What follows belongs to an exercise in optimizing a design on an open flow for small area, a short achievable clock period and few clock cycles; a production flow would make more cautious choices. At most, simulation tests tie the RTL to the original design; equivalence was not proved. Power is estimated from default activity; no workload was simulated.

job 104:
// rlec_chan_enc
module rlec_chan_enc (
    input  wire        clk,
    input  wire        rst_n,
    input  wire        in_valid,
    output wire        in_ready,
    input  wire [31:0] in_data,
    input  wire        in_last,
    output reg         out_valid,
    input  wire        out_ready,
    output reg  [31:0] out_data,
    output reg  [1:0]  out_kind,
    output reg         out_last
);
==> flow/config.mk <==
export PLATFORM = sky130hd
export DESIGN_NAME = rlec_chan_enc
export DESIGN_NICKNAME = rlec_chan_enc
export VERILOG_FILES = /design/flow/design.v
export SDC_FILE = /design/flow/constraint.sdc
export NUM_CORES = 4
export LEC_CHECK = 0
export CAP_MARGIN = 20
export CORE_MARGIN = 2
export CORE_UTILIZATION = 40
export SLEW_MARGIN = 20
==> flow/constraint.sdc <==
create_clock -name core_clock -period 10.0 [get_ports {clk}]
set_input_delay 2.0000 -clock core_clock [delete_from_list [all_inputs] [get_ports {clk}]]
set_output_delay 2.0000 -clock core_clock [all_outputs]
set_load 0.01 [all_outputs]
standard.sh (not shown) runs the stock make flow with config.mk's settings and CLKGATE_MAP_FILE= SYNTH_SCRIPT=/design/flow/synth_recipe.tcl, a recipe that flattens the netlist after the stock synthesis.
==> flow/flow/run.sh <==
#!/bin/bash
# The standard layout, with ORFS's timing repair aimed at 6.0 ns of setup
# slack instead of 0 (the clock period and constraints are unchanged).
set -euo pipefail
bash standard.sh synth > synth.log 2>&1
SETUP_SLACK_MARGIN=6.0 bash standard.sh > layout.log 2>&1
Testbench counts of job 104, summed over its fixed seeds: cycles 10,409.
--- input diff job 104..job 102 ---
==> flow/flow/run.sh <==
#!/bin/bash
# The standard layout, with ORFS's timing repair aimed at 6.5 ns of setup
# slack instead of 0 (the clock period and constraints are unchanged).
set -euo pipefail
bash standard.sh synth > synth.log 2>&1
SETUP_SLACK_MARGIN=6.5 bash standard.sh > layout.log 2>&1
--- outcome ---
- [compare] base=job 104 new=job 102: setup slack increased by 0.44 ns relative to the old numbers; overall power consumption picked up an extra 2.9%; final area +1.3%; clock-buffer cell count decreased by 16 relative to the old numbers.
- Job 102 vs. job 104: ratio of cells with drive above 1 in the final layout saw an increase; worst hold slack now sits at about the same level.
- Job 102 ran to completion and came out clean on the timing, design-rule and antenna checks.
- Looking at the reports, job 104 completed the entire flow and the layout it produced met the timing, design-rule and antenna checks.
- First element of the critical path: out_data[16]$_DFFE_PP_ -> job 102, xR[19]$_SDFFCE_PN0P_ -> job 104
- NOTE non-clock buffer count job 104->job 102 increased by more than 10%
- Job 102 vs. job 104: part of the power in the clock network went up 1.5 points, clock skew shows an increase of 0.0083 ns.
- Job 102 vs job 104: met3 track utilization from global routing up in job 102

========
== run 1 ==
rlec_chan_enc, a different RTL version from the one above (not shown whole).
For scale: about 1000 flip-flops, ~55000 um^2 of cells after synthesis.
Settings: LEC_CHECK=0, CAP_MARGIN=20, CORE_MARGIN=2, CORE_UTILIZATION=60, SLEW_MARGIN=20; clock period 10.0 ns.
==> flow/flow/run.sh <==
#!/bin/bash
# The standard layout, with ORFS's timing repair aimed at 6.9 ns of setup
# slack instead of 0 (the clock period and constraints are unchanged).
set -euo pipefail
bash standard.sh synth > synth.log 2>&1
SETUP_SLACK_MARGIN=6.9 bash standard.sh > layout.log 2>&1
Edits applied to the flow inputs when going from run 1 to run 2:
==> flow/flow/run.sh <==
#!/bin/bash
# The standard layout, with ORFS's timing repair aimed at 6.8 ns of setup
# slack instead of 0 (the clock period and constraints are unchanged).
set -euo pipefail
bash standard.sh synth > synth.log 2>&1
SETUP_SLACK_MARGIN=6.8 bash standard.sh > layout.log 2>&1
diff --git a/flow/config.mk b/flow/config.mk
--- a/flow/config.mk
+++ b/flow/config.mk
@@ -10 +10 @@
-export CORE_UTILIZATION = 60
+export CORE_UTILIZATION = 70
- All of run 1 and run 2 finish clean.
- Relative to run 1, clock latency reported for the late side of the worst-skew pair has decreased by 30 ps in run 2.
- On worst hold slack, run 2 tracks run 1 almost exactly.
- What run 1 reported for half-perimeter wire length after placement has to be multiplied by 0.943 to get the figure for run 2.
diff inputs: run 2 => run 3
diff --git a/flow/config.mk b/flow/config.mk
--- a/flow/config.mk
+++ b/flow/config.mk
@@ -10 +10 @@
-export CORE_UTILIZATION = 70
+export CORE_UTILIZATION = 50
Results
- NOTE well tap count run 2->run 3 increased by more than a quarter
- Fmax: run 3 higher than run 2
- In the metrics for run 2 and run 3, the one carrying the lower clock period minus worst slack is run 3.
- Against run 2, run 3 comes in 19 higher on maximum number of pins on one net before global-route repair.
- Cell row count (run 3 vs. run 2) increases by more than 10%
### run 3 -> run 4
==> flow/flow/run.sh <==
#!/bin/bash
# The standard layout, with ORFS's timing repair aimed at 6.7 ns of setup
# slack instead of 0 (the clock period and constraints are unchanged).
set -euo pipefail
bash standard.sh synth > synth.log 2>&1
SETUP_SLACK_MARGIN=6.7 bash standard.sh > layout.log 2>&1
diff --git a/flow/config.mk b/flow/config.mk
--- a/flow/config.mk
+++ b/flow/config.mk
@@ -10 +10 @@
-export CORE_UTILIZATION = 50
+export CORE_UTILIZATION = 60
==> notes.md <==
- Re shortest period the worst path allows: run 3 was lower than run 4.
- Re combined area of the multi-input logic cells: run 4 is 160 um^2 down on run 3.
- Compared to run 3, run 4 leaves less free space in the core.
- Compared with run 3, in run 4 cell internal power dissipation decreased by about 1.5% relative to the old numbers, cell depth of the worst hold path level, maximum number of pins on one net before global-route repair moved down, die area lower, share of power burned in registers up 1.2 points.
No run of this note included a check of the RTL's function; only the layout flow was run.

========
Setup of the baseline:
Another version of the RTL of rlec_chan_enc (not shown whole).
Size in the first run: roughly 5000 cells after synthesis, roughly 74 I/O pins, ~0.057 sq mm of cells after synthesis.
## rlec_chan_enc
module rlec_chan_enc (
    input  wire        clk,
    input  wire        rst_n,
    input  wire        in_valid,
    output wire        in_ready,
    input  wire [31:0] in_data,
    input  wire        in_last,
    output reg         out_valid,
    input  wire        out_ready,
    output reg  [31:0] out_data,
    output reg  [1:0]  out_kind,
    output reg         out_last
);
export LEC_CHECK = 0
export CAP_MARGIN = 20
export CORE_MARGIN = 2
export CORE_UTILIZATION = 60
export SLEW_MARGIN = 20
create_clock -name core_clock -period 10.0 [get_ports {clk}]
==> flow/flow/run.sh <==
#!/bin/bash
# The standard layout, with ORFS's timing repair aimed at 7.0 ns of setup
# slack instead of 0 (the clock period and constraints are unchanged).
set -euo pipefail
bash standard.sh synth > synth.log 2>&1
SETUP_SLACK_MARGIN=7.0 bash standard.sh > layout.log 2>&1
The baseline completed every stage of the flow, and the final layout passed the timing, design-rule and antenna checks.
Testbench counts of the baseline, summed over its fixed seeds: cycles 10,409.
Edits applied to the flow inputs when going from the baseline to the candidate:
==> flow/flow/run.sh <==
#!/bin/bash
# The standard layout, with ORFS's timing repair aimed at 6.8 ns of setup
# slack instead of 0 (the clock period and constraints are unchanged).
set -euo pipefail
bash standard.sh synth > synth.log 2>&1
SETUP_SLACK_MARGIN=6.8 bash standard.sh > layout.log 2>&1
Per the final summary, the candidate finished and its layout is clean on timing, DRC and antenna. From the baseline to the candidate, simple-gate portion of the synthesized area did not move at all. Via count of the first global-routing pass ended up 1358 lower on the candidate than on the baseline. Compared the candidate against the baseline; clock tree cell share of total cell area within noise. Row final routed wire length divided by cell count: the candidate lower / the baseline higher. Measured against each other, the candidate and the baseline differ in total of clock buffers placed in the layout, the higher figure coming from the baseline. Per the comparison of the candidate with the baseline, share of the synthesized netlist area taken by xor and xnor gates held steady, wire length on met1 has decreased.

========
== before ==
rlec_chan_enc, a different RTL version from the one above (not shown whole).
Size in the first run: roughly 4900 cells after synthesis, ~1100 flip-flops, about 74 I/O pins, about 0.056 mm2 of cells after synthesis.
clock: 10.0 ns
lec_check: 0
cap_margin: 20
core_margin: 2
core_utilization: 60
slew_margin: 20
==> flow/flow/run.sh <==
#!/bin/bash
# The standard layout, with ORFS's timing repair aimed at 7.3 ns of setup
# slack instead of 0 (the clock period and constraints are unchanged).
set -euo pipefail
bash standard.sh synth > synth.log 2>&1
SETUP_SLACK_MARGIN=7.3 bash standard.sh > layout.log 2>&1
before reached the final stage; the timing, design-rule and antenna checks on its layout passed.
#### Input delta (after over before)
==> flow/flow/run.sh <==
#!/bin/bash
# The standard layout, with ORFS's timing repair aimed at 7.0 ns of setup
# slack instead of 0 (the clock period and constraints are unchanged).
set -euo pipefail
bash standard.sh synth > synth.log 2>&1
SETUP_SLACK_MARGIN=7.0 bash standard.sh > layout.log 2>&1
Notes after the runs:
Going from before to after, non-clock buffer count shrinks by 206. [after] utilization of the core after routing fell 5.9 points relative to before. after: setup slack after placement is 160 ps higher than what before reported. Comparing first-iteration DRC count for before and after, the bigger number came from before. before consumes more power than after. Cmp before and after / critical path depth / lower: before. Comparing before against after, there is no change at all in die area. Compared with before, after shows cell area reported after detailed placement that has gone down slightly.
No run of this note included a check of the RTL's function; only the layout flow was run.

========
== build 31 ==
Another version of the RTL of rlec_chan_enc (not shown whole).
For scale: ~5100 cells after synthesis, roughly 1100 flip-flops, roughly 74 I/O pins, ~56000 µm² of cells after synthesis.
export LEC_CHECK = 0
export CAP_MARGIN = 20
export CORE_MARGIN = 2
export CORE_UTILIZATION = 60
export PLACE_DENSITY = 0.75
export SLEW_MARGIN = 20
create_clock -name core_clock -period 10.0 [get_ports {clk}]
==> flow/flow/run.sh <==
#!/bin/bash
# The standard layout, with ORFS's timing repair aimed at 6.8 ns of setup
# slack instead of 0 (the clock period and constraints are unchanged).
set -euo pipefail
bash standard.sh synth > synth.log 2>&1
SETUP_SLACK_MARGIN=6.8 bash standard.sh > layout.log 2>&1
Testbench counts of build 31, summed over its fixed seeds: cycles 10,409.
Modified inputs, build 43 compared to build 31
- removing PLACE_DENSITY (formerly 0.75)
- setting CTS_CLUSTER_SIZE to 25 for the first time
- setting CTS_CLUSTER_DIAMETER to 100 for the first time
Results
- Clock share of power for build 43 is lower than for build 31.
- Going from build 31 to build 43, layout net count shrinks by 0.49%.
- Slowest cell on the critical path = sky130_fd_sc_hd__nor4_1: build 43; slowest cell on the critical path = sky130_fd_sc_hd__or4b_1: build 31
- When the final numbers for build 31 and build 43 were put side by side, the area overhead of the layout relative to synthesis turned out to be greater in build 31.
- Global-route wire length before repair: build 31 vs build 43, no meaningful difference
- On multi-input gate count, build 31 tracks build 43 almost exactly.
- [compare] base=build 31 new=build 43: routed length on met3 decreased 10%; cell area has decreased; number of antenna repair diodes -7; met1 layer wirelength in the final routing picked up an extra 7.1%; count of placed standard cells including taps closely matched the old numbers.
diff inputs: build 43 => build 45
- CTS_CLUSTER_SIZE removed (was 25)
- CTS_CLUSTER_DIAMETER removed (was 100)
Results
Build 45 finished every step from synthesis to the final layout, and the layout passed the timing, design-rule and antenna checks.
The worst hold slack of build 45 was inferior to that of build 43.
Compared with build 43, build 45 shows detailed router's first-iteration violation count that has gone down slightly.
Summary of the comparison: worst slew margin relative to its limit is higher in build 45, relative to build 43.
Share of final layout cell area taken by clock buffers and inverters, build 43 and build 45: higher on build 45
In the reports for build 43 and build 45, the larger clock tree buffer count of the final layout belongs to build 45.
Summary — final design utilization, build 45 relative to build 43: higher, by 2.1 points.
Of build 45 and build 43, it is build 45 that has the lower fill cell total of the finished layout.
Relative to build 43, wire length decreased by 0.37% in build 45.
On maximum frequency: build 45 sits above build 43.
In the final design statistics, build 45 uses more standard cells in total than build 43.

========
rlec_chan_enc, a different RTL version from the one above (not shown whole).
Size: roughly 4900 cells after synthesis, ~1100 flip-flops, roughly 74 I/O pins, ~57000 um^2 of cells after synthesis.
Design rlec_chan_enc, start of the top module:
module rlec_chan_enc (
    input  wire        clk,
    input  wire        rst_n,
    input  wire        in_valid,
    output wire        in_ready,
    input  wire [31:0] in_data,
    input  wire        in_last,
    output reg         out_valid,
    input  wire        out_ready,
    output reg  [31:0] out_data,
    output reg  [1:0]  out_kind,
    output reg         out_last
);
export LEC_CHECK = 0
export CAP_MARGIN = 20
export CORE_MARGIN = 2
export CORE_UTILIZATION = 60
export CTS_BUF_LIST = sky130_fd_sc_hd__clkbuf_4 sky130_fd_sc_hd__clkbuf_8
export CTS_CLUSTER_SIZE = 30
export SLEW_MARGIN = 20
create_clock -name core_clock -period 10.0 [get_ports {clk}]
==> flow/flow/run.sh <==
#!/bin/bash
# The standard layout, with ORFS's timing repair aimed at 7.0 ns of setup
# slack instead of 0 (the clock period and constraints are unchanged).
set -euo pipefail
bash standard.sh synth > synth.log 2>&1
SETUP_SLACK_MARGIN=7.0 bash standard.sh > layout.log 2>&1
The starting point produced a clean layout.
Rerun with:
Settings changed: CTS_BUF_LIST sky130_fd_sc_hd__clkbuf_4 sky130_fd_sc_hd__clkbuf_8 to sky130_fd_sc_hd__clkbuf_8, CTS_CLUSTER_SIZE 30 to not set.
After rerunning: The new run went through all stages and came out clean; synthesized area is unchanged; worst hold slack stays flat; routed wire length drops slightly; synthesized cell count does not change; via count drops slightly; global-route usage climbs by 0.17 points.
No run of this note included a check of the RTL's function; only the layout flow was run.

========
run Y:
Another version of the RTL of rlec_chan_enc (not shown whole).
For scale: about 5,000 cells after synthesis, ~1,100 flip-flops, ~57,000 um^2 of cells after synthesis.
clock: 10.0 ns
lec_check: 0
cap_margin: 20
core_margin: 2
core_utilization: 40
slew_margin: 20
Scripts as last shown in full above: flow/flow/run.sh
The final layout from run Y, which completed every stage, passed the timing, design-rule and antenna checks at the end of the flow.
### run Y -> run F
Settings: swapping 40 for 60 in CORE_UTILIZATION.
Findings:
Run Y -> run F: final max-slew violation count delta 0, exact match. Diff run Y -> run F: number of global-route vias before repair rose by 177; starting density of the core higher; total wire length shrank by 8100 um.
No run of this note included a check of the RTL's function; only the layout flow was run.

========
Another version of the RTL of rlec_chan_enc (not shown whole).
Size in the first run: roughly 1100 flip-flops, roughly 74 I/O pins.
Design rlec_chan_enc, start of the top module:
module rlec_chan_enc (
    input  wire        clk,
    input  wire        rst_n,
    input  wire        in_valid,
    output wire        in_ready,
    input  wire [31:0] in_data,
    input  wire        in_last,
    output reg         out_valid,
    input  wire        out_ready,
    output reg  [31:0] out_data,
    output reg  [1:0]  out_kind,
    output reg         out_last
);
    localparam NS = 15;                     
    localparam [1:0] O_IDLE = 2'd0, O_TAB = 2'd2, O_RUN = 2'd3;
    function [31:0] norm;
        input [31:0] v;
        norm = (v == 32'h80000000) ? 32'h0 : v;
    endfunction
    function [1:0] cmp31;
        input [30:0] a, b;
        reg [31:0] d, v;
        integer w, i;
        begin
            d = {1'b0, a ^ b};
            v = {1'b0, b};
            for (w = 1; w < 32; w = w * 2)
                for (i = 0; i < 32; i = i + 2 * w) begin
                    v[i] = d[i + w] ? v[i + w] : v[i];
                    d[i] = d[i + w] | d[i];
                end
            cmp31 = {d[0] & v[0], ~d[0]};
        end
    endfunction
    function [1:0] kcmp;
        input [31:0] a, b;
        reg [1:0] m;
        begin
            m = cmp31(a[30:0], b[30:0]);
            case ({a[31], b[31]})
                2'b00: kcmp = {m[1], m[0]};
                2'b01: kcmp = 2'b00;
                2'b10: kcmp = 2'b10;
                default: kcmp = {~m[1] & ~m[0], m[0]};
            endcase
        end
    endfunction
    function [3:0] enc15;
        input [NS-1:0] oh;
        integer e;
        begin
            enc15 = 4'd0;
            for (e = 0; e < NS; e = e + 1)
                if (oh[e]) enc15 = enc15 | e[3:0];
        end
    endfunction
    function [1:0] fa;
        input a, b, c;
        fa = {(a & b) | (a & c) | (b & c), a ^ b ^ c};
    endfunction
    function [3:0] pop15;
  ...
Settings: LEC_CHECK=0, CAP_MARGIN=20, CORE_MARGIN=2, CORE_UTILIZATION=60, SLEW_MARGIN=20; clock period 10.0 ns.
==> flow/flow/run.sh <==
#!/bin/bash
# The standard layout, with ORFS's timing repair aimed at 6.6 ns of setup
# slack instead of 0 (the clock period and constraints are unchanged).
set -euo pipefail
bash standard.sh synth > synth.log 2>&1
SETUP_SLACK_MARGIN=6.6 bash standard.sh > layout.log 2>&1
Then changed:
==> flow/flow/run.sh (replaced) <==
#!/bin/bash
# The standard layout, with ORFS's timing repair aimed at 6.8 ns of setup
# slack instead of 0 (the clock period and constraints are unchanged).
set -euo pipefail
bash standard.sh synth > synth.log 2>&1
SETUP_SLACK_MARGIN=6.8 bash standard.sh > layout.log 2>&1
- The changed run finished with timing, DRC and antenna clean
- synthesized area stays the same
- worst hold slack degrades by 0.0068 ns
- via count came out higher by 2.0%
- cell area came out higher by 2.6%
- worst setup slack improves by 0.038 ns
- wire length came out higher by 2.6%
- sequential cell count is unchanged
- non-clock buffer count came out higher by 88
- core utilization came out higher by 1.8 points
No functional check of the RTL was part of any run of this note.

## port drivers added, routing unchanged
In the flow no input, the clock included, has a driving cell. The finished layouts below were timed again as built, in two steps.
Step 1 assumes that a clkbuf_16 drives the clock port and a buf_2 every other input.
Step 2 adds t to the input delays and takes it off the output delays; t is the mean of the earliest and latest rising clock arrival at the registers after step 1. Input paths then give back, and output paths get back, about the clock's delay inside the block.
a / b / c = no drivers / after step 1 / after step 2; a / b = the first two.
run	shift t [ns]	setup slack, ns	slew at the worst register clock pin (ns)
job 104	0.830	6.004 / 5.947 / 5.565	0.07 / 0.07
job 102	0.849	6.445 / 6.365 / 5.864	0.07 / 0.07
run 1	0.787	6.715 / 6.659 / 6.209	0.07 / 0.07
run 2	0.752	6.652 / 6.652 / 6.029	0.07 / 0.07
run 3	0.797	6.669 / 6.647 / 6.076	0.07 / 0.07
run 4	0.774	6.597 / 6.597 / 5.942	0.07 / 0.07
the baseline	0.793	6.730 / 6.678 / 6.217	0.07 / 0.07
the candidate	0.786	6.711 / 6.703 / 6.055	0.07 / 0.07
before	0.794	6.706 / 6.690 / 6.298	0.07 / 0.07
after	0.788	6.630 / 6.630 / 6.093	0.07 / 0.07
build 31	0.773	6.723 / 6.670 / 6.022	0.07 / 0.07
build 43	0.774	6.670 / 6.635 / 6.048	0.12 / 0.12
build 45	0.798	6.713 / 6.636 / 6.073	0.07 / 0.07
the first run of note 6	0.968	6.412 / 6.334 / 6.036	0.07 / 0.07
the second run of note 6	0.974	6.406 / 6.328 / 5.987	0.07 / 0.07
run Y	0.843	6.520 / 6.440 / 6.279	0.07 / 0.07
run F	0.786	6.625 / 6.553 / 6.244	0.07 / 0.07
the first run of note 8	0.798	6.451 / 6.451 / 5.867	0.07 / 0.07
the second run of note 8	0.786	6.489 / 6.489 / 6.070	0.07 / 0.07
After both steps setup and hold are still met in every run listed. The setup slack of build 31, which loses most, moves by -0.053 ns with the drivers and by -0.701 ns with both steps.
